Source: an optimization exercise on an open RTL-to-GDS flow (aim: small area). Production flows keep margins and buffers that such runs may drop. Where RTL was checked, it was by simulation tests only, not by an equivalence proof against the original. No driver is modelled on the clock port, so clocking that relies on it looks cheaper here than on a real chip. Power is estimated from default activity; no workload was simulated.

==> v35 <==
// fstc
module fstc (
    input  wire        clk,
    input  wire        rst,
    input  wire        start,
    input  wire        tick,
    input  wire        rsp_valid,
    input  wire [1:0]  rsp_kind,
    input  wire [7:0]  rsp_b0,
    input  wire [7:0]  rsp_b1,
    output reg         rd_req,
    output wire [1:0]  rd_len,
    output wire        busy,
    output wire        valid,
    output wire        failed,
    output wire [2:0]  err,
    output wire [15:0] sr0,
    output wire [15:0] sr1,
    output wire [15:0] sr2,
    output wire [15:0] sr3,
    output wire [15:0] sr4,
    output wire [15:0] sr5,
    output wire [15:0] sr6,
    output wire [15:0] sr7,
    output wire [15:0] sr8,
    output wire [15:0] sr9,
    output wire [15:0] sr10,
    output wire [15:0] sr11,
    output wire [15:0] sr12,
    output wire [15:0] sr13,
    output wire [15:0] sr14,
    output wire [15:0] sr15
);
Settings: LEC_CHECK=0, CAP_MARGIN=0, CORE_MARGIN=2, CORE_UTILIZATION=55, GPL_ROUTABILITY_DRIVEN=0, GPL_TIMING_DRIVEN=0, PLACE_DENSITY=0.7, SLEW_MARGIN=0; clock period 12.0 ns.
standard.sh (not shown) runs the stock make flow with config.mk's settings and CLKGATE_MAP_FILE= SYNTH_SCRIPT=/design/flow/synth_recipe.tcl, a recipe that flattens the netlist after the stock synthesis.
==> flow/flow/run.sh <==
#!/bin/bash
# Standard synthesis and layout (standard.sh), with these choices changed:
#  - synthesis maps the combinational logic with an area-oriented ABC script
#    (flow/abc.script, used in place of ORFS's abc_speed.script; every other
#    synthesis step, and so every register, is the standard one);
#  - each port gets a buf_1 as its port buffer instead of the default pick;
#  - CTS builds the tree from clkbuf_8 cells in clusters of up to 16 sinks
#    and adds no dummy loads;
#  - after CTS, cells with spare slack are downsized (flow/post_cts.tcl).
# make's full output goes to synth.log and flow.log here; ORFS keeps each
# step's log under orfs/logs/.
set -euo pipefail
F=$(pwd)/flow
cp -r "$FLOW_HOME/scripts" scripts_abc
cp "$F/abc.script" scripts_abc/abc_speed.script
bash standard.sh "SCRIPTS_DIR=$(pwd)/scripts_abc" synth > synth.log 2>&1
bash standard.sh \
  "BUFFER_PORTS_ARGS=-buffer_cell sky130_fd_sc_hd__buf_1" \
  "CTS_ARGS=-sink_clustering_enable -repair_clock_nets -buf_list sky130_fd_sc_hd__clkbuf_8 -sink_clustering_size 16 -sink_clustering_max_diameter 80 -dont_use_dummy_load" \
  "POST_CTS_TCL=$F/post_cts.tcl" \
  finish > flow.log 2>&1
==> flow/flow/abc.script <==
&get -n
&st
&dch -f
&nf -R 1000 -p -a -F 8 -A 4
&put
topo
dnsize -c
==> flow/flow/post_cts.tcl <==
# Swap cells that have slack to spare for smaller ones.
estimate_parasitics -placement
repair_timing -recover_power 100 -setup_margin 0
report_design_area
==> v2: changes against v35 <==
--- a/flow/design.v
+++ b/flow/design.v
@@ -39,18 +39,16 @@
     localparam [2:0] ERR_NONE     = 3'd0;
     localparam [2:0] ERR_RECEIVE  = 3'd1;
     localparam [2:0] ERR_TIMEOUT  = 3'd2;
     localparam [2:0] ERR_UNEXPECT = 3'd3;
     localparam [2:0] ERR_CHECKSUM = 3'd4;
-    reg         f_q;
-    reg [2:0]   x_q;
-    wire [2:0]  phase_q = f_q ? PH_FAIL : x_q;
+    reg [2:0]   phase_q;
     reg [3:0]   wc_q;            
     reg         req_q;
     reg [15:0]  elapsed_q;
     reg [12:0]  cks_q;
-    wire [2:0]  err_q = f_q ? x_q : ERR_NONE;
+    reg [2:0]   err_q;
     reg [15:0]  w_q [0:11];      
     wire [7:0] p0 = rsp_b0;
     wire [7:0] p1 = rsp_b1 & {8{rsp_kind[1]}};
     wire in_s = (phase_q == PH_SEARCH);
     wire in_l = (phase_q == PH_LENGTH);
@@ -133,17 +131,17 @@
             assign ec[g+1] = ec[g] & elapsed_q[g];
         end
     endgenerate
     always @(posedge clk) begin
         if (rst) begin
-            f_q     <= 1'b0;
-            x_q     <= PH_IDLE;
+            phase_q <= PH_IDLE;
             req_q   <= 1'b0;
+            err_q   <= ERR_NONE;
         end else begin
-            f_q     <= (phase_n == PH_FAIL);
-            x_q     <= (phase_n == PH_FAIL) ? err_n : phase_n;
+            phase_q <= phase_n;
             req_q   <= req_n;
+            err_q   <= err_n;
         end
         if (clr) begin
             wc_q      <= 4'd0;
         end else if (kdat & in_p) begin
             wc_q      <= wc_q + 4'd1;
==> flow/run.sh (new file) <==
#!/bin/bash
# synth_recipe.tcl (not shown) runs the flow's synth.tcl, then flattens the netlist and writes it again
# the make line also repeats each setting of config.mk as NAME=value (left out here)
make -C /OpenROAD-flow-scripts/flow DESIGN_CONFIG=/design/flow/config.mk WORK_HOME=/design/flow/orfs CLKGATE_MAP_FILE= SYNTH_SCRIPT=/design/flow/synth_recipe.tcl finish
- CAP_MARGIN: 0 -> 20
- CTS_BUF_LIST: not set -> sky130_fd_sc_hd__clkbuf_8
- CTS_CLUSTER_DIAMETER: not set -> 60
- CTS_CLUSTER_SIZE: not set -> 20
- GPL_ROUTABILITY_DRIVEN: 0 -> not set
- GPL_TIMING_DRIVEN: 0 -> not set
- SLEW_MARGIN: 0 -> 20
removed: flow/flow/run.sh
removed: flow/flow/abc.script
removed: flow/flow/post_cts.tcl
removed: flow/standard.sh
==> run summary <==
- Utilization: v35 is lower than v2 (8.5 points).
- Critical path depth: v2 is lower than v35 (1).
- In v35 the maximum frequency is higher than in v2, by 0.60%.
- Between v2 and v35, the lower wire length is in v35 (gap 15%, measured against v35).
- Between v2 and v35, the lower setup slack is in v2 (gap 0.054 ns).
- In v2 the die area is higher than in v35, by about 5%.
- In v35 the synthesized area is lower than in v2, by about 5%.
- Of v2 and v35, v2 has the higher via count (gap about 5%, measured against v35).
- In v2 the flip-flop and latch count is higher than in v35, by 2.
- In v2 the design area is larger than in v35, by 18%.
==> figures <==
	v35	v2
Gate count after technology mapping	694	735
Post-synthesis cell type count	35	58
Synth top area share	0.6331	0.6029
Result of the run	timing/DRC/antenna clean	timing/DRC/antenna clean
Number of global-route vias before repair	5702	6204
Fmax achieved	110.8 MHz	110.2 MHz
Flop2flop setup slack	4.69 ns	5.23 ns
Initial detailed-routing violation count	401	493
Overall die height	132.7 um	135.9 um
Switching Power	263.5 uW	277.4 uW
Area of the core region	16410 um2	17180 um2
Mux cell area share after synthesis	0	0.01361
Final instance area	10830 um2	12790 um2
Proportion of power drawn by the clock network	0.284	0.302
Count of standard-cell rows	47	48
Required time reported for the critical path endpoint	12.36 ns	12.41 ns
Highest fanout seen on the critical path	14	23
GRT Overall Usage	0.2200	0.2467
Seq pwr	856 uW	861 uW
Share of the final layout cell area in sequential cells	0.6029	0.5135
Post-place setup slack	2.529 ns	2.403 ns
Share of cell area taken by multi-input logic gates	0.2240	0.2152
No functional check of the RTL was part of v2.

## static timing again, ports no longer ideal
How much do the figures lean on ideal ports? The routed layouts below were timed once more, with nothing changed but the port constraints.
Step 1 assumes that a clkbuf_16 drives the clock port and a buf_2 every other input.
Step 2 also shifts input and output timing later by t, the mid clock arrival at the registers, as if the neighbouring blocks saw the same clock.
Three values: ideal ports, drivers, drivers and shift; two values: the first two.
run | shift t [ns] | slack for setup (ns) | worst setup path at the end
v35 | 0.524 | 2.978 / 2.989 / 2.465 | input to register
v2 | 0.541 | 2.924 / 2.941 / 2.400 | input to register
After both steps setup and hold are still met in every run listed. For v2, which loses most, drivers alone change the setup slack by +0.017 ns; drivers and shift together by -0.524 ns.
